This design comes from an exercise in tuning for small area on the open sky130 flow, not from production work.
No functional check of the RTL was part of any run shown here.
Power is estimated from default activity; no workload was simulated.

File: design/flow/config.mk
export PLATFORM = sky130hd
export DESIGN_NAME = es51922_core
export DESIGN_NICKNAME = es51922_core
export VERILOG_FILES = /design/flow/design.v
export SDC_FILE = /design/flow/constraint.sdc
export NUM_CORES = 4
export LEC_CHECK = 0
export CAP_MARGIN = 20
export CORE_MARGIN = 2
export CORE_UTILIZATION = 40
export SLEW_MARGIN = 20
export SYNTH_HIERARCHICAL = 1
File: design/flow/constraint.sdc
create_clock -name core_clock -period 8.0 [get_ports {clk}]
set_input_delay 1.6000 -clock core_clock [delete_from_list [all_inputs] [get_ports {clk}]]
set_output_delay 1.6000 -clock core_clock [all_outputs]
set_load 0.01 [all_outputs]
File: design/flow/design.v
module es51922_core (
    input  wire        clk,
    input  wire        rst,
    input  wire        in_valid,
    input  wire [7:0]  in_len,
    input  wire [95:0] in_pkt,
    output reg         out_valid,
    output wire        out_err,
    output wire [2:0]  out_err_code,
    output wire [3:0]  out_err_lane,
    output wire [3:0]  out_mode,
    output wire [4:0]  out_unit,
    output wire [4:0]  out_disp_unit,
    output wire [1:0]  out_cur_kind,
    output wire [1:0]  out_peak,
    output wire [1:0]  out_op,
    output wire        out_rel,
    output wire        out_hold,
    output wire        out_batt,
    output wire        out_val_present,
    output wire [17:0] out_mant,
    output wire [2:0]  out_disp_prec,
    output wire [5:0]  out_val_exp,
    output wire        out_label_valid,
    output wire [3:0]  out_label
);
    wire [6:0] c_range = in_pkt[6:0];
    wire [6:0] c_dig4  = in_pkt[14:8];
    wire [6:0] c_dig3  = in_pkt[22:16];
    wire [6:0] c_dig2  = in_pkt[30:24];
    wire [6:0] c_dig1  = in_pkt[38:32];
    wire [6:0] c_dig0  = in_pkt[46:40];
    wire [6:0] c_func  = in_pkt[54:48];
    wire [6:0] c_stat  = in_pkt[62:56];
    wire [6:0] c_opt1  = in_pkt[70:64];
    wire [6:0] c_opt2  = in_pkt[78:72];
    wire [6:0] c_opt3  = in_pkt[86:80];
    wire [6:0] c_opt4  = in_pkt[94:88];
    localparam [3:0] F_VOLT = 4'hB, F_UA = 4'hD, F_MA = 4'hF, F_22A = 4'h0,
                     F_MAN  = 4'h9, F_RES = 4'h3, F_CONT = 4'h5, F_DIOD = 4'h1,
                     F_FREQ = 4'h2, F_CAP = 4'h6, F_TEMP = 4'h4, F_ADP = 4'hE,
                     F_DUTY = 4'hC, F_MISC = 4'h7, F_ETPL = 4'h8, F_EDIG = 4'hA;
    localparam [6:0] S_NONE = {F_MISC, 3'd0}, S_MALF = {F_MISC, 3'd1},
                     S_FUNC = {F_MISC, 3'd2}, S_RNG  = {F_MISC, 3'd3},
                     S_CONF = {F_MISC, 3'd4};
    wire [3:0] fn = c_func[3:0];
    wire [2:0] rg = c_range[2:0];
    wire len_ok = (in_len == 8'd12);
    wire fn_ok  = (c_func[6:4] == 3'b011) &&
                  !(fn == 4'h7 || fn == 4'h8 || fn == 4'hA || fn == 4'hC);
    reg  rg_in;
    always @(*) begin
        case (fn)
            F_VOLT:                     rg_in = (rg <= 3'd4);
            F_UA, F_MA:                 rg_in = (rg <= 3'd1);
            F_22A, F_MAN, F_CONT, F_DIOD: rg_in = (rg == 3'd0);
            F_RES:                      rg_in = (rg <= 3'd6);
            F_ADP:                      rg_in = (rg <= 3'd3);
            default:                    rg_in = 1'b1;
        endcase
    end
    wire rg_ok = (fn == F_TEMP) || ((c_range[6:3] == 4'b0110) && rg_in);
    wire tm_stat = (c_stat[6:4] != 3'b011);
    wire tm_opt1 = (c_opt1[6:4] != 3'b011);
    wire tm_opt2 = (c_opt2[6:4] != 3'b011) || c_opt2[0];
    wire tm_opt3 = (c_opt3[6:4] != 3'b011);
    wire tm_opt4 = (c_opt4[6:3] != 4'b0110);
    wire f_judge = c_stat[3];
    wire f_sign  = c_stat[2];
    wire f_ol    = c_stat[0];
    wire f_ul    = c_opt2[3];
    wire f_dc    = c_opt3[3];
    wire f_ac    = c_opt3[2];
    wire f_vahz  = c_opt3[0];
    wire f_vbar  = c_opt4[2];
    wire conflict = f_ac && f_dc;
    wire dg4_bad = (c_dig4[6:4] != 3'b011) || (c_dig4[3] && (c_dig4[2] || c_dig4[1]));
    wire dg3_bad = (c_dig3[6:4] != 3'b011) || (c_dig3[3] && (c_dig3[2] || c_dig3[1]));
    wire dg2_bad = (c_dig2[6:4] != 3'b011) || (c_dig2[3] && (c_dig2[2] || c_dig2[1]));
    wire dg1_bad = (c_dig1[6:4] != 3'b011) || (c_dig1[3] && (c_dig1[2] || c_dig1[1]));
    wire dg0_bad = (c_dig0[6:4] != 3'b011) || (c_dig0[3] && (c_dig0[2] || c_dig0[1]));
    reg [6:0] code;
    reg       ok;
    always @(*) begin
        ok = 1'b0;
        if (!len_ok)       code = S_MALF;
        else if (!fn_ok)   code = S_FUNC;
        else if (!rg_ok)   code = S_RNG;
        else if (tm_stat)  code = {F_ETPL, 3'd7};
        else if (tm_opt1)  code = {F_ETPL, 3'd0};
        else if (tm_opt2)  code = {F_ETPL, 3'd1};
        else if (tm_opt3)  code = {F_ETPL, 3'd2};
        else if (tm_opt4)  code = {F_ETPL, 3'd3};
        else if (conflict) code = S_CONF;
        else if (dg4_bad)  code = {F_EDIG, 3'd1};
        else if (dg3_bad)  code = {F_EDIG, 3'd2};
        else if (dg2_bad)  code = {F_EDIG, 3'd3};
        else if (dg1_bad)  code = {F_EDIG, 3'd4};
        else if (dg0_bad)  code = {F_EDIG, 3'd5};
        else begin
            ok = 1'b1;
            if (f_vahz && !f_judge)                      code = {F_FREQ, 3'd1};
            else if ((f_vahz || fn == F_FREQ) && f_judge) code = {F_DUTY, 3'd1};
            else if (fn == F_TEMP)                       code = {F_TEMP, 1'b0, !f_vbar, f_vbar};
            else                                         code = {fn, rg};
        end
    end
    wire label_n = (fn == F_MAN || fn == F_ADP) && !f_vahz;
    wire op_n    = f_ul || f_ol;
    wire vp_n    = ok && !label_n && !op_n;
    wire [3:0] d4 = c_dig4[3:0], d3 = c_dig3[3:0], d2 = c_dig2[3:0],
               d1 = c_dig1[3:0], d0 = c_dig0[3:0];
    wire s = f_sign;
    wire [17:0] mant_n;
    wire x1 = d1[3] | d1[1];
    wire x2 = d2[3] | d2[2];
    wire r3_5_3 = (~d3[0] & d3[2]) | (d3[0] & ~d3[2]);
    wire r3_6_4 = (~d3[0] & d3[1]) | (~d3[0] & d3[3]) | (d3[0] & ~d3[1] & ~d3[2] & ~d3[3]) | (d3[1] & d3[2]);
    wire r3_7_5 = (d3[0] & ~d3[1] & ~d3[3]) | (~d3[1] & d3[2]) | (d3[1] & ~d3[2]);
    wire r3_8_6 = (d3[0]) | (d3[1]) | (d3[2]) | (d3[3]);
    wire r3_9_7 = (d3[0]) | (d3[1]) | (d3[2]) | (d3[3]);
    wire r3_10_8 = (~d3[0] & d3[1]) | (~d3[0] & d3[2]) | (~d3[0] & d3[3]);
    wire r3_11_9 = (~d3[0] & ~d3[1] & d3[2]) | (~d3[0] & d3[3]) | (d3[0] & d3[1]);
    wire r3_12_10 = (~d3[0] & d3[3]) | (d3[0] & d3[2]) | (d3[1] & d3[2]);
    wire r3_13_11 = (d3[0] & d3[3]);
    wire x12 = d4[3] | d4[1];
    wire x13 = d4[3] | d4[2];
    wire hs14, hc15;
  es51922_ha uhs14 (.a(d0[1]), .b(d1[0]), .s(hs14), .co(hc15));
    wire fs16, fc17;
  es51922_fa ufs16 (.a(d0[2]), .b(d1[1]), .c(d2[0]), .s(fs16), .co(fc17));
    wire hs18, hc19;
  es51922_ha uhs18 (.a(hc15), .b(fs16), .s(hs18), .co(hc19));
    wire fs20, fc21;
  es51922_fa ufs20 (.a(d0[3]), .b(d1[2]), .c(d1[0]), .s(fs20), .co(fc21));
    wire fs22, fc23;
  es51922_fa ufs22 (.a(d2[1]), .b((d3[0])), .c(fc17), .s(fs22), .co(fc23));
    wire fs24, fc25;
  es51922_fa ufs24 (.a(fs20), .b(hc19), .c(fs22), .s(fs24), .co(fc25));
    wire fs26, fc27;
  es51922_fa ufs26 (.a(d2[2]), .b((d3[1])), .c(d4[0]), .s(fs26), .co(fc27));
    wire fs28, fc29;
  es51922_fa ufs28 (.a(x1), .b(fc21), .c(fs26), .s(fs28), .co(fc29));
    wire fs30, fc31;
  es51922_fa ufs30 (.a(fc23), .b(fs28), .c(fc25), .s(fs30), .co(fc31));
    wire fs32, fc33;
  es51922_fa ufs32 (.a(d1[2]), .b(d2[3]), .c(d2[0]), .s(fs32), .co(fc33));
    wire fs34, fc35;
  es51922_fa ufs34 (.a(d4[1]), .b(r3_5_3), .c(fc27), .s(fs34), .co(fc35));
    wire fs36, fc37;
  es51922_fa ufs36 (.a(fs32), .b(fc29), .c(fs34), .s(fs36), .co(fc37));
    wire hs38, hc39;
  es51922_ha uhs38 (.a(fs36), .b(fc31), .s(hs38), .co(hc39));
    wire fs40, fc41;
  es51922_fa ufs40 (.a(d1[3]), .b(d2[1]), .c(d2[0]), .s(fs40), .co(fc41));
    wire fs42, fc43;
  es51922_fa ufs42 (.a(d4[2]), .b(r3_6_4), .c(fc33), .s(fs42), .co(fc43));
    wire fs44, fc45;
  es51922_fa ufs44 (.a(fs40), .b(fc35), .c(fs42), .s(fs44), .co(fc45));
    wire fs46, fc47;
  es51922_fa ufs46 (.a(fc37), .b(fs44), .c(hc39), .s(fs46), .co(fc47));
    wire fs48, fc49;
  es51922_fa ufs48 (.a(d2[2]), .b(d2[1]), .c(d4[3]), .s(fs48), .co(fc49));
    wire fs50, fc51;
  es51922_fa ufs50 (.a(r3_7_5), .b(fc41), .c(fs48), .s(fs50), .co(fc51));
    wire fs52, fc53;
  es51922_fa ufs52 (.a(fc43), .b(fs50), .c(fc45), .s(fs52), .co(fc53));
    wire hs54, hc55;
  es51922_ha uhs54 (.a(fs52), .b(fc47), .s(hs54), .co(hc55));
    wire fs56, fc57;
  es51922_fa ufs56 (.a(d4[0]), .b(x2), .c(r3_8_6), .s(fs56), .co(fc57));
    wire fs58, fc59;
  es51922_fa ufs58 (.a(fc49), .b(fs56), .c(fc51), .s(fs58), .co(fc59));
    wire fs60, fc61;
  es51922_fa ufs60 (.a(fs58), .b(fc53), .c(hc55), .s(fs60), .co(fc61));
    wire fs62, fc63;
  es51922_fa ufs62 (.a(d2[3]), .b(d4[1]), .c(d4[0]), .s(fs62), .co(fc63));
    wire fs64, fc65;
  es51922_fa ufs64 (.a(r3_9_7), .b(fs62), .c(fc57), .s(fs64), .co(fc65));
    wire fs66, fc67;
  es51922_fa ufs66 (.a(fs64), .b(fc59), .c(fc61), .s(fs66), .co(fc67));
    wire fs68, fc69;
  es51922_fa ufs68 (.a(d4[2]), .b(d4[1]), .c(d4[0]), .s(fs68), .co(fc69));
    wire fs70, fc71;
  es51922_fa ufs70 (.a(r3_10_8), .b(fc63), .c(fs68), .s(fs70), .co(fc71));
    wire fs72, fc73;
  es51922_fa ufs72 (.a(fs70), .b(fc65), .c(fc67), .s(fs72), .co(fc73));
    wire fs74, fc75;
  es51922_fa ufs74 (.a(d4[2]), .b(x12), .c(r3_11_9), .s(fs74), .co(fc75));
    wire fs76, fc77;
  es51922_fa ufs76 (.a(fc69), .b(fs74), .c(fc71), .s(fs76), .co(fc77));
    wire hs78, hc79;
  es51922_ha uhs78 (.a(fs76), .b(fc73), .s(hs78), .co(hc79));
    wire fs80, fc81;
  es51922_fa ufs80 (.a(x13), .b(r3_12_10), .c(fc75), .s(fs80), .co(fc81));
    wire fs82, fc83;
  es51922_fa ufs82 (.a(fs80), .b(fc77), .c(hc79), .s(fs82), .co(fc83));
    wire fs84, fc85;
  es51922_fa ufs84 (.a(d4[3]), .b(d4[0]), .c(r3_13_11), .s(fs84), .co(fc85));
    wire fs86, fc87;
  es51922_fa ufs86 (.a(fs84), .b(fc81), .c(fc83), .s(fs86), .co(fc87));
    wire fs88, fc89;
  es51922_fa ufs88 (.a(d4[1]), .b(fc85), .c(fc87), .s(fs88), .co(fc89));
    wire hs90, hc91;
  es51922_ha uhs90 (.a(d4[2]), .b(fc89), .s(hs90), .co(hc91));
    wire hs92, hc93;
  es51922_ha uhs92 (.a(d4[3]), .b(hc91), .s(hs92), .co(hc93));
    wire [16:0] mag = {hs92,hs90,fs88,fs86,fs82,hs78,fs72,fs66,fs60,hs54,fs46,hs38,fs30,fs24,hs18,hs14,d0[0]};
    wire [17:0] ng;
    assign ng[0] = 1'b0;
    genvar gi;
    generate for (gi = 1; gi < 18; gi = gi + 1) begin : g_neg
        assign ng[gi] = ng[gi-1] | (s & mag[gi-1]);
    end endgenerate
    assign mant_n = {1'b0, mag} ^ ng;
    reg  [6:0]  r_code;
    reg  [1:0]  r_cur, r_peak, r_op;
    reg         r_rel, r_hold, r_batt;
    reg  [17:0] r_mant;
    wire [1:0] cur_n  = f_dc ? 2'd1 : (f_ac ? 2'd2 : 2'd0);
    wire [1:0] peak_n = c_opt1[3] ? 2'd1 : (c_opt1[2] ? 2'd2 : 2'd0);
    wire [1:0] opv_n  = f_ul ? 2'd1 : (f_ol ? 2'd2 : 2'd0);
    always @(posedge clk) begin
        if (rst) begin
            out_valid <= 1'b0;
            r_code    <= S_NONE;
            r_cur     <= 2'd0;
            r_peak    <= 2'd0;
            r_op      <= 2'd0;
            r_rel     <= 1'b0;
            r_hold    <= 1'b0;
            r_batt    <= 1'b0;
            r_mant    <= 18'd0;
        end else begin
            out_valid <= in_valid;
            if (in_valid) begin
                r_code <= code;
                r_cur  <= ok ? cur_n  : 2'd0;
                r_peak <= ok ? peak_n : 2'd0;
                r_op   <= ok ? opv_n  : 2'd0;
                r_rel  <= ok & c_opt1[1];
                r_hold <= ok & c_opt4[1];
                r_batt <= ok & c_stat[1];
                r_mant <= vp_n ? mant_n : 18'd0;
            end
        end
    end
    assign out_cur_kind = r_cur;
    assign out_peak     = r_peak;
    assign out_op       = r_op;
    assign out_rel      = r_rel;
    assign out_hold     = r_hold;
    assign out_batt     = r_batt;
    assign out_mant     = r_mant;
    wire [2:0] e_prec;
    wire [5:0] e_vexp;
    wire       e_num;
    wire [1:0] e_lab;
    es51922_dec u_dec (
        .code(r_code), .err(out_err), .err_code(out_err_code), .err_lane(out_err_lane),
        .mode(out_mode), .unit(out_unit), .disp_unit(out_disp_unit),
        .label_valid(out_label_valid), .lab(e_lab), .num(e_num), .prec(e_prec), .vexp(e_vexp));
    assign out_val_present = e_num && (r_op == 2'd0);
    assign out_disp_prec   = out_val_present ? e_prec : 3'd0;
    assign out_val_exp     = out_val_present ? e_vexp : 6'd0;
    assign out_label       = {2'b00, e_lab};
endmodule
module es51922_fa(input a, input b, input c, output s, output co);
  assign s = a ^ b ^ c;
  assign co = (a & b) | (a & c) | (b & c);
endmodule
module es51922_ha(input a, input b, output s, output co);
  assign s = a ^ b;
  assign co = a & b;
endmodule
module es51922_dec (
    input  wire [6:0] code,
    output wire err,
    output wire [2:0] err_code,
    output wire [3:0] err_lane,
    output wire [3:0] mode,
    output wire [4:0] unit,
    output wire [4:0] disp_unit,
    output wire label_valid,
    output wire [1:0] lab,
    output wire num,
    output wire [2:0] prec,
    output wire [5:0] vexp
);
    assign err = (~code[3] & ~code[5] & code[6]) | (code[2] & code[3] & code[5]) | (code[1] & code[3] & code[5]) | (code[0] & code[3] & code[5] & ~code[6]);
    assign err_code[0] = (code[2] & code[3] & code[5]) | (code[0] & code[3] & code[5] & ~code[6]);
    assign err_code[1] = (~code[3] & code[4] & ~code[5] & code[6]) | (code[1] & code[3] & code[5]);
    assign err_code[2] = (~code[3] & ~code[5] & code[6]) | (code[2] & code[3] & code[5]);
    assign err_lane[0] = (code[0] & ~code[1] & code[3] & code[5] & ~code[6]) | (code[0] & ~code[3] & ~code[5] & code[6]);
    assign err_lane[1] = (code[0] & ~code[1] & code[3] & code[5] & ~code[6]) | (code[2] & code[3] & code[5]) | (~code[0] & code[1] & code[3] & code[5]) | (code[1] & ~code[3] & ~code[5] & code[6]);
    assign err_lane[2] = (code[0] & ~code[1] & code[3] & code[5] & ~code[6]) | (code[2] & ~code[3] & code[6]) | (~code[0] & code[1] & code[3] & code[5]);
    assign err_lane[3] = (code[0] & ~code[1] & code[3] & code[5] & ~code[6]) | (code[2] & code[3] & code[5]) | (~code[2] & ~code[3] & ~code[4] & ~code[5] & code[6]);
    assign mode[0] = (code[3] & code[5] & code[6]) | (code[3] & ~code[4] & code[6]) | (~code[3] & ~code[5] & ~code[6]) | (~code[4] & code[5]);
    assign mode[1] = (code[3] & code[4] & ~code[5] & ~code[6]) | (~code[3] & code[5] & ~code[6]) | (~code[4] & code[5] & ~code[6]);
    assign mode[2] = (~code[3] & code[5] & ~code[6]) | (~code[3] & code[4] & ~code[6]) | (code[3] & ~code[4] & ~code[5] & ~code[6]);
    assign mode[3] = (~code[3] & code[5] & code[6]);
    assign unit[0] = (~code[3] & ~code[4] & ~code[6]) | (~code[3] & ~code[5] & ~code[6]) | (code[3] & ~code[4] & ~code[5]) | (code[3] & code[6]);
    assign unit[1] = (~code[3] & ~code[4] & ~code[5] & ~code[6]) | (code[3] & code[5] & code[6]) | (code[3] & code[4] & ~code[5] & ~code[6]) | (code[3] & ~code[4] & code[6]) | (code[3] & ~code[4] & code[5]);
    assign unit[2] = (code[3] & code[4] & ~code[5] & ~code[6]) | (~code[3] & code[4] & code[5] & ~code[6]) | (code[3] & ~code[4] & code[5] & ~code[6]);
    assign unit[3] = (~code[3] & code[4] & ~code[6]);
    assign unit[4] = (~code[3] & ~code[4] & code[5]);
    assign disp_unit[0] = (~code[1] & ~code[2] & ~code[3] & ~code[6]) | (code[0] & code[2] & ~code[3] & ~code[6]) | (code[1] & ~code[2] & code[3] & ~code[5]) | (~code[0] & code[1] & code[2] & ~code[3]) | (code[3] & ~code[4] & code[5] & code[6]) | (code[0] & ~code[2] & code[3] & ~code[5]) | (~code[3] & ~code[4] & ~code[6]) | (~code[4] & ~code[5] & ~code[6]) | (~code[2] & code[3] & code[4] & ~code[5] & code[6]);
    assign disp_unit[1] = (code[2] & ~code[3] & ~code[6]) | (code[1] & ~code[3] & code[4] & ~code[6]) | (~code[2] & code[3] & code[4] & ~code[5] & ~code[6]) | (code[2] & code[3] & code[6]) | (code[3] & ~code[4] & code[5] & ~code[6]) | (~code[3] & ~code[4] & ~code[5] & ~code[6]);
    assign disp_unit[2] = (code[3] & code[5] & code[6]) | (~code[3] & code[4] & code[5] & ~code[6]) | (code[3] & ~code[4] & code[5]) | (~code[2] & code[3] & code[4] & ~code[5] & ~code[6]);
    assign disp_unit[3] = (code[2] & ~code[5] & ~code[6]) | (~code[3] & code[4] & ~code[6]);
    assign disp_unit[4] = (~code[3] & ~code[4] & code[5]);
    assign label_valid = (~code[3] & code[4] & code[5] & code[6]) | (code[3] & ~code[4] & ~code[5] & code[6]);
    assign lab[0] = (code[0] & ~code[3] & code[4] & code[5] & code[6]);
    assign lab[1] = (code[1] & code[5] & code[6]);
    assign num = (~code[3] & ~code[6]) | (code[3] & code[4] & ~code[5]) | (~code[4] & code[5]) | (code[3] & code[4] & code[6]) | (~code[5] & ~code[6]);
    assign prec[0] = (code[0] & ~code[4] & code[5]) | (code[0] & code[2] & ~code[5] & ~code[6]) | (code[0] & code[3] & ~code[5] & code[6]) | (~code[0] & code[1] & ~code[2] & ~code[5] & ~code[6]) | (~code[3] & ~code[4] & ~code[5] & ~code[6]) | (~code[0] & code[1] & code[2] & code[5]) | (code[0] & ~code[1] & ~code[3] & ~code[5] & ~code[6]) | (~code[0] & code[3] & code[4] & code[5] & code[6]) | (~code[1] & code[2] & ~code[3] & ~code[5] & ~code[6]) | (code[0] & code[1] & ~code[2] & ~code[3] & code[5] & ~code[6]) | (~code[0] & ~code[1] & ~code[2] & ~code[3] & code[5] & ~code[6]);
    assign prec[1] = (~code[0] & code[1] & ~code[5] & ~code[6]) | (~code[0] & ~code[4] & code[5]) | (~code[0] & ~code[1] & ~code[2] & ~code[3] & ~code[6]) | (code[1] & code[2] & code[5]) | (code[3] & code[4] & code[5] & code[6]) | (code[1] & ~code[2] & ~code[5] & ~code[6]) | (code[0] & ~code[1] & code[2] & ~code[5] & ~code[6]) | (code[0] & ~code[2] & ~code[3] & code[4] & code[5] & ~code[6]) | (code[2] & code[3] & code[6]) | (~code[0] & code[1] & code[3] & code[6]) | (~code[0] & code[2] & ~code[3] & code[5]) | (code[0] & ~code[1] & code[3] & ~code[5] & code[6]) | (~code[0] & ~code[2] & code[4] & ~code[5] & ~code[6]);
    assign prec[2] = (code[0] & ~code[1] & ~code[2] & code[3] & ~code[5] & ~code[6]) | (~code[0] & ~code[1] & code[2] & code[3] & ~code[5] & ~code[6]) | (~code[0] & code[1] & ~code[2] & ~code[3] & code[4] & code[5] & ~code[6]) | (code[0] & ~code[1] & code[2] & code[5]) | (~code[0] & ~code[1] & ~code[2] & code[4] & ~code[5] & code[6]) | (code[3] & ~code[4] & ~code[5] & ~code[6]);
    assign vexp[0] = (~code[3] & ~code[4] & ~code[5] & ~code[6]) | (code[0] & code[3] & ~code[5]) | (code[0] & ~code[4] & code[5]) | (code[0] & code[3] & code[6]) | (code[2] & code[3] & code[6]) | (code[0] & ~code[3] & ~code[6]);
    assign vexp[1] = (code[3] & code[4] & code[5] & code[6]) | (code[1] & code[3] & code[6]) | (~code[4] & code[5] & ~code[6]) | (~code[1] & code[4] & ~code[5] & ~code[6]) | (~code[3] & ~code[4] & code[5]) | (code[2] & code[3] & code[6]) | (code[1] & ~code[3] & code[5] & ~code[6]);
    assign vexp[2] = (~code[1] & ~code[2] & ~code[5] & ~code[6]) | (code[1] & code[2] & ~code[5] & ~code[6]) | (~code[2] & code[3] & code[4] & ~code[5] & code[6]) | (~code[3] & ~code[4] & code[5]) | (~code[4] & ~code[6]) | (~code[2] & ~code[3] & code[5] & ~code[6]);
    assign vexp[3] = (code[3] & code[4] & code[6]) | (~code[1] & ~code[2] & ~code[5] & ~code[6]) | (code[2] & ~code[3] & code[5]) | (~code[4] & code[5]);
    assign vexp[4] = (code[3] & code[4] & code[6]) | (~code[3] & code[5] & ~code[6]) | (~code[1] & ~code[2] & ~code[5] & ~code[6]) | (~code[4] & code[5]);
    assign vexp[5] = (code[3] & code[4] & code[6]) | (~code[3] & code[5] & ~code[6]) | (~code[1] & ~code[2] & ~code[5] & ~code[6]) | (~code[4] & code[5]);
endmodule
File: design/flow/flow/run.sh
#!/bin/bash
# The standard layout (standard.sh) with three changes:
#  - synthesis runs the standard flow's own synthesis script, but its final ABC mapping
#    uses flow/area.abc (area-oriented, no ABC buffering or upsizing);
#  - ports are buffered with buf_1;
#  - the clock tree is built from clkbuf_4 cells, without dummy loads.
# Full tool output: standard_flow.log here, and ORFS's per-step logs in orfs/logs/.
set -euo pipefail
here=$(pwd)
{
  head -n 1 synth_recipe.tcl
  cat <<'T'
proc abc {args} {
  set i [lsearch -exact $args -script]
  if {$i >= 0} { lset args [expr {$i+1}] $::env(FLOW_ABC_SCRIPT) }
  yosys abc {*}$args
}
T
  tail -n +2 synth_recipe.tcl
} > synth_area.tcl
export FLOW_ABC_SCRIPT="$here/flow/area.abc"
bash standard.sh \
  "SYNTH_SCRIPT=$here/synth_area.tcl" \
  "BUFFER_PORTS_ARGS=-buffer_cell sky130_fd_sc_hd__buf_1" \
  "CTS_ARGS=-sink_clustering_enable -repair_clock_nets -dont_use_dummy_load -buf_list sky130_fd_sc_hd__clkbuf_4 -root_buf sky130_fd_sc_hd__clkbuf_4 -sink_clustering_size 20" \
  finish > standard_flow.log 2>&1
File: design/flow/flow/area.abc
&get -n
&st
&dch -f
&nf -R 1000
&put
topo
stime -c
File: design/flow/standard.sh
#!/bin/bash
# synth_recipe.tcl (not shown) runs the flow's synth.tcl, then flattens the netlist and writes it again
# the make line also repeats each setting of config.mk as NAME=value (left out here)
make -C /OpenROAD-flow-scripts/flow DESIGN_CONFIG=/design/flow/config.mk WORK_HOME=/design/flow/orfs CLKGATE_MAP_FILE= SYNTH_SCRIPT=/design/flow/synth_recipe.tcl "${@:-finish}"
==> impl.org, run 1 <==
** Clock network
- Clock transition at the registers of the reported paths :: 110 ps
- Clock latency on the worst-skew pair, taken at its later pin, is 340 ps.
- The number of setup buffers added after CTS is 0.
- For this design, the sink count on the clock tree is 35.
- Post-cts resize count :: 0
- Clk buf depth :: 2
- Inserted Clock Buffers :: 5
- Root Driver :: clkbuf_4
- The number of hold buffers added after CTS was 0.
- H-tree level count :: 2
- TritonCTS built the clock tree.

** Setup path
- The worst register-to-register path has a setup slack of 6680 ps.
- Data on the critical path is required at its endpoint by 8210 ps.
- Category of the critical setup timing path :: in2reg
- In this run the critical register-to-register path is launched from r_code[5].
- Launching element type of the critical path :: input pin
- Series of cell instances along the critical path :: buf_1 > fa_1 > fa_1 > fa_1 > fa_1 > ha_1 > fa_1 > ha_1 > fa_1 > fa_1 > fa_1 > ha_1 > fa_1 > fa_1 > fa_1 > or3_1 > o21ai_0 > xnor2_1 > a22oi_1 > nor2_1
- Slowest CP cell :: fa_1
- CP Max Fanout :: 3
- STA classifies the critical path endpoint as a register.
- Largest stage delay, worst path :: 480 ps
- Reg2Reg Depth :: 2
- Cell mode on critical path :: fa_1
- In this run the critical register-to-register path is captured at r_code[5].
- STA puts the critical path data arrival time at 7670 ps.

** Synth
- The share of synthesized area in the top cell type comes to 0.188.
- Seq/Total Area, Yosys :: 0.188
- Seq cells post-synth :: 35
- In the post-synthesis netlist, the biggest area contributors are dfxtp_1 19%, fa_1 18%, nand2_1 8.0%.
- Summed over all instances, the cell type with the most area after synthesis is dfxtp_1.
- After synthesis, the mean cell area works out to 7.61 µm².
- Count of distinct cell types in the synthesized netlist :: 44
- The cell count after synthesis came out at 489.
- nand2_1 is the most common cell in the netlist.
- After synthesis, the share of flip-flops with an asynchronous set or reset is 0.
- Netlist area before placement :: 3720 µm²
- Number of synthesis warnings :: 7
- Leading cell types by count after synthesis :: 79 x nand2_1, 55 x nor2_1, 35 x dfxtp_1, 33 x fa_1, 33 x o21ai_0
- Count of flip-flops with a built-in enable after synthesis :: 0
- The most used flip-flop cell after synthesis is dfxtp_1.

** Global route
- Antenna violations before repair :: 0
- The first global-routing pass estimated 17,800 µm of wire.
- Maximum number of pins on one net before global-route repair :: 38
- The total overflow left after global routing is 0.
- Global router's overall resource usage :: 0.213
- Number of global-route vias before repair :: 3,939

** STA
- Dividing the final minimum period by the clock period gives 0.933.
- Number of hold violations in the final report :: 0
- The number of max-slew violations in the final report was 0.
- Setup total negative slack :: 0 ps
- Setup repair after global routing missed its margin :: false
- Actual slew at the worst max-slew pin :: 980 ps
- Maximum operating frequency :: 0.134 GHz
- Post-route worst setup slack :: 539 ps
- Hold Slack :: 468 ps
- Across the routed clock network, the largest skew measured is 0 ps.
- In this run the tightest slew margin relative to its limit is 0.346.
- Setup violations remaining at the end of the flow were counted as 0.
- Clock period minus worst slack :: 7460 ps

** Route
- After detailed routing, the number of remaining DRC violations is 0.
- Detailed router's first-iteration violation count :: 212
- Via count :: 4,200
- Final WL :: 10,900 µm
- Number of nets with antenna violations after routing :: 0
- In the final routed layout, each cell accounts on average for 14.3 µm.
- DRT Pass-1 Iters :: 5
- Post-DR vias/cell :: 5.52

** Final layout
- In the final layout, the share of cells above drive strength 1 is 0.0185.
- In the final layout, the multi-input gates occupy 2970 µm².
- The sequential cells in the finished layout cover a total of 701 µm².
- Compared with the post-synthesis result, the final layout area differs by 20.8%.
- Area of all placed cells without fillers :: 4490 µm²
- Final #Nets :: 800
- The layout has 960 filler cells.
- Final Instance Count excl. Fillers :: 761
- Number of antenna cells inserted :: 0

** Pwr
- Dividing total power by cell area gives a power density of 128 nW/µm².
- Peak ir drop on the vdd network :: 0.0000617 V
- Leak :: 1.56 nW

** Outcome
- Result of the run :: timing/DRC/antenna clean

** Min path
- The startpoint identified for the worst hold timing path is r_rel.
- For hold timing, the worst endpoint is r_rel.
- The path class of the tightest hold or removal check is reg2reg.
- Worst hold path depth :: 2

** Die
- Die footprint :: 10,100 µm²
- Site Rows :: 35
- Floorplan die width :: 100 µm
- After floorplanning, the core was sized to cover 9110 µm².
- The initial utilization of the core area, before any placement, comes to 0.408.
- Die Height :: 100 µm
- 172 I/O pins were placed.

** Run
- Max-cap violation count :: 0

** Placement
- Prior to clock tree synthesis, the placed netlist has a worst setup slack of 188 ps.
- Detailed placer's ending HPWL :: 8880 µm
- I/O Buffers :: 152
- In this run, placement finished with an instance count of 756.
- After detailed placement, the total cell area comes to 4460 µm².
- RePlAce Congestion :: 0.915
==> registers in the layout, summed over array words and instances (netlist names) <==
register	count
r_batt	1
r_rel	1
r_code	7
r_peak	2
r_op	2
out_valid	1
r_cur	2
r_mant	18
r_hold	1
==> how the worst max path moves through the flow <==
stage / from / to / slack [ps]
after floorplan: in_pkt[42] / r_mant[16] / 590
after global placement: in_pkt[42] / r_mant[16] / 290
after detailed placement: in_pkt[42] / r_mant[16] / 190
after CTS: in_pkt[42] / r_mant[16] / 550
after global routing: in_pkt[24] / r_mant[16] / 300
final: in_pkt[42] / r_mant[16] / 540
==> modules after synthesis, one instance, submodules excluded <==
module        flops+latches  cell area [µm²]
es51922_fa                0             20.0
es51922_ha                0             12.5
es51922_core             35             2220
es51922_dec               0              752
==> cells in the final DEF, fill, tap and decap left out, types with 3 or more instances in the layout <==
| master | instances |
|---|---|
| xnor2_1 | 13 |
| nand4_1 | 11 |
| nand3b_1 | 6 |
| a31oi_1 | 5 |
| o211ai_1 | 6 |
| dfxtp_1 | 35 |
| a21oi_1 | 32 |
| and2_0 | 16 |
| nor4_1 | 7 |
| a21boi_0 | 4 |
| ha_1 | 8 |
| clkinv_1 | 6 |
| or2_0 | 7 |
| buf_4 | 7 |
| o21ai_0 | 33 |
| nor2_1 | 55 |
| a21o_1 | 3 |
| buf_1 | 152 |
| nor3_1 | 10 |
| nand3_1 | 32 |
| nand2_1 | 79 |
| a22oi_1 | 15 |
| o22ai_1 | 3 |
| nor2b_1 | 5 |
| and4b_1 | 3 |
| nand4b_1 | 9 |
| and3_1 | 7 |
| or4_1 | 5 |
| fa_1 | 33 |
| a211oi_1 | 4 |
| or3_1 | 4 |
| clkbuf_4 | 5 |
| nand2b_1 | 12 |
==> worst max-delay path: cells and delay by family <==
family / cells / cell delay, ps
fa+ha+maj: 14 / 5060
simple gates: 2 / 460
compound gates: 2 / 350
buf+inv: 1 / 100
xor+xnor: 1 / 90
==> final cells by class <==
| class | instances | share of cell area |
|---|---|---|
| multi-input cells | 445 | 0.661 |
| flip-flops and latches | 35 | 0.156 |
| repair buffers | 159 | 0.139 |
| well taps | 111 | 0.0309 |
| clock buffers | 5 | 0.00835 |
| inverters | 6 | 0.00501 |
==> power breakdown <==
part	internal, mW	total (mW)	switching, mW
registers	0.175	0.182	0.00662
logic	0.145	0.313	0.169
clock network	0.0294	0.0811	0.0518
==> cells by family (layout without fill, tap and decap cells) <==
group / Yosys count / in the layout / share of synthesized area
flip-flops: 35 / 35 / 0.188
XOR/XNOR: 15 / 15 / 0.0353
buffers and inverters: 10 / 170 / 0.0141
other: 1 / 2 / 0.00101
AO/OA/AOI/OAI: 116 / 116 / 0.191
adder cells (fa/ha/maj): 41 / 41 / 0.205
AND/OR/NAND/NOR: 271 / 271 / 0.366
==> routing by layer <==
layer / GRT usage / share of wire / vias up
li1: - / - / 2099
met1: 0.276 / 0.44 / 1932
met2: 0.368 / 0.48 / 150
met3: 0.0181 / 0.054 / 19
met4: 0.0811 / 0.023 / 0
met5: 0 / 0 / -
==> through the flow <==
stage | utilization | power (mW)
global placement | 0.489 | 0.496
detailed placement | 0.489 | 0.502
finish | 0.493 | 0.576
floorplan | - | 0.417
CTS | 0.493 | 0.583
global route | 0.493 | 0.634
==> run 2: changes to the inputs <==
--- a/design/flow/flow/run.sh
+++ b/design/flow/flow/run.sh
@@ -3,3 +3,4 @@
 #  - synthesis runs the standard flow's own synthesis script, but its final ABC mapping
-#    uses flow/area.abc (area-oriented, no ABC buffering or upsizing);
+#    uses flow/area.abc (area-oriented: &deepsyn restructuring for up to 150 s
+#    per module, then area-recovering mapping; no ABC buffering or upsizing);
 #  - ports are buffered with buf_1;
==> design/flow/flow/area.abc (replaced) <==
&get -n
&st
&deepsyn -T 150 -J 2000
&dch -f
&nf -R 1000 -p
&put
topo
stime -c
==> run 2 against run 1 <==
  * Synthesized cell count decreased by 21%
  * Routed wire length fell by 11%
  * Critical path type unchanged
  * Still clean on timing, DRC and antenna
  * Design area decreased by 9.8%
  * Global-route usage is 0.20 points higher
  * Largest cell class unchanged
  * Synthesized area down 12%
  * Combinational power decreased by 9.9%
  * Sequential power decreased by 3%
  * Cell count shrank 15%
  * Via count decreased by 15%
  * Setup slack better by 130 ps
  * Clock-buffer cell count unchanged
  * Maximum frequency up 1.7%
==> impl.org, run 2 <==
** Route
- The routed wire length is 9750 µm (was 10,900 µm).
- Post-DR vias/cell :: 5.49 (was 5.52)
- The mean routed wirelength per cell was 15.0 µm (was 14.3 µm).
- The number of DRC markers after the initial detailed-route iteration came to 110 (was 212).
- The routed via count came to 3,571 (was 4,200).
- The number of nets with antenna violations after routing was 0 (unchanged).
- The post-route DRC violation count is 0 (unchanged).
- DRT Pass-1 Iters :: 4 (was 5)

** Final layout
- The area added between synthesis and finish was 23.1% (was 20.8%).
- The number of flip-flops in the largest register is 18 (unchanged).
- Commonest non-fill, non-tap cells in the layout: 152 x buf_1, 38 x nand2_1, 35 x dfxtp_1 (was 152 x buf_1, 79 x nand2_1, 55 x nor2_1).
- The post-layout net count is 695 (was 800).
- Top Registers :: r_mant x18, r_code x7 (unchanged)
- Utilization after layout :: 0.501 (was 0.493)
- The most common library cell in the layout ignoring fill and taps is buf_1 (unchanged).
- Top reg by flops :: r_mant (unchanged)
- The layout cell share with drive strength beyond 1 was 0.0220 (was 0.0185).
- Number of antenna cells inserted :: 0 (unchanged)

** Clock network
- H-tree level count :: 2 (unchanged)
- Clock sinks :: 35 (unchanged)
- The number of resized instances in the post-cts repair step is 0 (unchanged).
- The number of buffers inserted by hold repair at cts was 0 (unchanged).
- The TritonCTS buffer count was 5 (unchanged).
- Clk buf depth :: 2 (unchanged)
- Clock transition at the registers of the reported paths :: 90 ps (was 110 ps)
- The insertion delay to the later sink of the worst-skew pair was 310 ps (was 340 ps).
- Clock tree from TritonCTS :: built (unchanged)
- Root Driver :: clkbuf_4 (unchanged)
- The number of buffers inserted by post-CTS setup repair is 0 (unchanged).

** Synth
- The sequential area share after synthesis came to 0.213 (was 0.188).
- Portion of synthesized cell area occupied by the leading cell type :: 0.213 (was 0.188)
- The count of flip-flops with a built-in enable after synthesis was 0 (unchanged).
- Adder-cell area share of the yosys netlist :: 0.231 (was 0.205)
- The synthesized cell area came to 3290 µm² (was 3720 µm²).
- Seq cells post-synth :: 35 (unchanged)
- Most instantiated flip-flop cell in the synthesis netlist :: dfxtp_1 (unchanged)
- The cell taking the most area after synthesis is dfxtp_1 (unchanged).
- Share of the synthesized netlist area taken by xor and xnor gates :: 0.0186 (was 0.0353)
- Cells taking the most area after synthesis :: dfxtp_1 21%, fa_1 20%, nand2_1 4.3% (was dfxtp_1 19%, fa_1 18%, nand2_1 8.0%)
- Leading cell types by count after synthesis :: 38 x nand2_1, 35 x dfxtp_1, 33 x fa_1, 31 x nor2_1, 28 x o21ai_0 (was 79 x nand2_1, 55 x nor2_1, 35 x dfxtp_1, 33 x fa_1, 33 x o21ai_0)
- The yosys synthesis warning count came to 7 (unchanged).
- Share of synthesized flip-flops with an asynchronous set or reset :: 0 (unchanged)
- The cell with the most instances after synthesis was nand2_1 (unchanged).
- Post-synthesis instance total :: 386 (was 489)
- The mean area per synthesized cell came to 8.53 µm² (was 7.61 µm²).
- The portion of netlist area occupied by mux cells was 0.00342 (was 0).
- Synthesized-area fraction occupied by and/or/nand/nor cells :: 0.260 (was 0.366)
- Post-synthesis compound-gate area fraction :: 0.253 (was 0.191)
- The count of unique library cells instantiated by Yosys is 44 (unchanged).
- The largest family of logic cells by synthesized area was simple AND/OR/NAND/NOR gates (unchanged).

** Setup path
- The kind of start point of the critical path is an input pin (unchanged).
- Worst setup startpoint :: in_pkt[42] (unchanged)
- Endpoint class of the critical path :: register (unchanged)
- The data required time at the worst endpoint came to 8220 ps (was 8210 ps).
- The setup slack of the most critical reg-to-reg path came to 6930 ps (was 6680 ps).
- CP Max Fanout :: 3 (unchanged)
- Category of the critical setup timing path :: in2reg (unchanged)
- Worst r2r src :: r_code[5] (unchanged)
- The arrival time reported for the critical path endpoint is 7560 ps (was 7670 ps).

** Placement
- The post-placement setup slack came to 317 ps (was 188 ps).
- The number of input and output port buffers inserted came to 152 (unchanged).
- RePlAce Congestion :: 0.893 (was 0.915)
- The half-perimeter wire length after detailed placement is 7970 µm (was 8880 µm).

** Die
- Die Height :: 94.7 µm (was 100 µm)
- Number of placed I/O pins :: 172 (unchanged)
- Effective utilization at floorplan :: 0.407 (was 0.408)
- Site Rows :: 33 (was 35)
- The die outline width was 94.7 µm (was 100 µm).
- The total die area came to 8970 µm² (was 10,100 µm²).
- Floorplan Core Area :: 8090 µm² (was 9110 µm²)

** Global route
- Number of global-route vias before repair :: 3,329 (was 3,939)
- First-pass GRT wire length :: 15,500 µm (was 17,800 µm)
- Global router's overall resource usage :: 0.215 (was 0.213)
- The largest net degree at the start of global routing is 31 (was 38).
- The total congestion overflow after global routing came to 0 (unchanged).
- The number of antenna violations at the first check in global routing was 0 (unchanged).

** STA
- The final setup violation count came to 0 (unchanged).
- The final-report hold violation count was 0 (unchanged).
- Setup repair after global routing missed its margin: false (unchanged).
- The time the worst path needs with I/O delays and setup is 7330 ps (was 7460 ps).
- Setup total negative slack :: 0 ps (unchanged)
- Maximum operating frequency :: 0.136 GHz (was 0.134 GHz)
- Max-slew violation total from the final report :: 0 (unchanged)
- The slew of the pin with the lowest slew margin was 939 ps (was 980 ps).
- The maximum clock skew at final layout is 0 ps (unchanged).
- The post-route worst setup slack came to 665 ps (was 539 ps).
- The relative slew slack was 0.358 (was 0.346).
- Part of the cycle the worst path needs :: 0.917 (was 0.933)
- Hold Slack :: 465 ps (was 468 ps)

** Pwr
- The overall power was 539 µW (was 576 µW).
- Internal cell power :: 335 µW (was 349 µW)
- Proportion of power drawn by the clock network :: 0.150 (was 0.141)
- The leakage power of the design is 1.42 nW (was 1.56 nW).
- The logic gate share of total power came to 0.524 (was 0.543).
- The proportion of total power due to net switching is 0.379 (was 0.394).
- Peak ir drop on the vdd network :: 0.000125 V (was 0.0000617 V)
- The sequential cell fraction of total power came to 0.327 (was 0.316).
- PD cells :: 133 nW/µm² (was 128 nW/µm²)
- Net switching power of the design :: 204 µW (was 227 µW)

** Outcome
- Result of the run: timing/DRC/antenna clean (unchanged).

** Min path
- The path category of the worst min-delay check is reg2reg (unchanged).
- The start point of the worst hold path was r_mant[16] (was r_rel).

** Run
- The number of max-cap violations was 0 (unchanged).
run 2: path summary, 6_finish.rpt:
check	endpoint	cells after the start
worst max-delay path	r_mant[16]	21
worst min-delay path	r_mant[16]	1
worst max register to register	r_code[5]	2
worst min register to register	r_mant[16]	1
run 2: power by group through the flow:
stage | combinational, mW | clock (mW) | sequential [mW]
final | 0.282 | 0.0807 | 0.176
after global routing | 0.325 | 0.0925 | 0.176
after CTS | 0.288 | 0.0874 | 0.176
after detailed placement | 0.286 | 0 | 0.180
after global placement | 0.279 | 0 | 0.180
after floorplan | 0.206 | 0 | 0.180
run 2: logic make-up after synthesis:
logic type	after synthesis
XOR/XNOR	7
flip-flops	35
multiplexers	1
AO/OA/AOI/OAI	119
adder cells (fa/ha/maj)	41
AND/OR/NAND/NOR	168
other	1
buffers and inverters	14
run 2: per-stage QoR:
stage / cell area (µm²) / std cells
after CTS: 4050 / 650
after global routing: 4050 / 650
after global placement: 4010 / 645
final: 4050 / 650
after detailed placement: 4010 / 645
after floorplan: 3300 / 387
run 2: layout make-up:
cell class,instances,area (µm²)
clock buffers,5,37.5
fillers,839,4040
inverters,10,37.5
multi-input cells,338,2540
flip-flops and latches,35,701
well taps,105,131
repair buffers,157,608
run 2: modules after synthesis, one instance, submodules excluded:
module | cell area [µm²] | flip-flops and latches
es51922_core | 1980 | 35
es51922_dec | 566 | 0
es51922_fa | 20.0 | 0
es51922_ha | 12.5 | 0
run 2: critical path, cell delays in order:
cell and delay, ps:
buf_1 100, fa_1 430, fa_1 470, fa_1 390, fa_1 370, ha_1 200, fa_1 360, ha_1 200
fa_1 370, fa_1 390, fa_1 370, ha_1 210, fa_1 380, fa_1 390, fa_1 470, a21o_1 200
a21o_1 210, a21o_1 180, nand2_1 60, a31oi_1 50, a21o_1 160
run 2: layer usage:
metal | GRT usage | wire (µm)
met1 | 0.277 | 4060
met3 | 0.0471 | 869
met2 | 0.381 | 4800
met5 | 0 | 0
met4 | 0.0229 | 23

==> what the ideal ports hide <==
No port has a modelled driver above. Below, the same layouts with a new extraction and two added sets of constraints. Step 1: set_driving_cell puts a clkbuf_16 on clk and a buf_2 on each other input, an assumption about the parent block. Step 2 times the ports against the registers' clock, not the clock port: input delays grow and output delays shrink by t, the midpoint of the rising clock arrivals with the driver on. Slacks: ideal ports / drivers / drivers and shift; pairs: ideal ports / drivers.
run | t (ns) | setup WS [ns] | hold slack, ns | latest minus earliest clock arrival (ns) | worst slew at a driven data input, ns
run 1 | 0.350 | 0.539 / 0.545 / 0.196 | 0.468 / 0.468 / 0.468 | 0.029 / 0.029 | 0.04
run 2 | 0.341 | 0.665 / 0.665 / 0.324 | 0.465 / 0.465 / 0.465 | 0.026 / 0.026 | 0.05
After both steps every run listed still meets setup and hold. The setup slack of run 1, which loses most, moves by +0.006 ns with the drivers and by -0.343 ns with both steps.
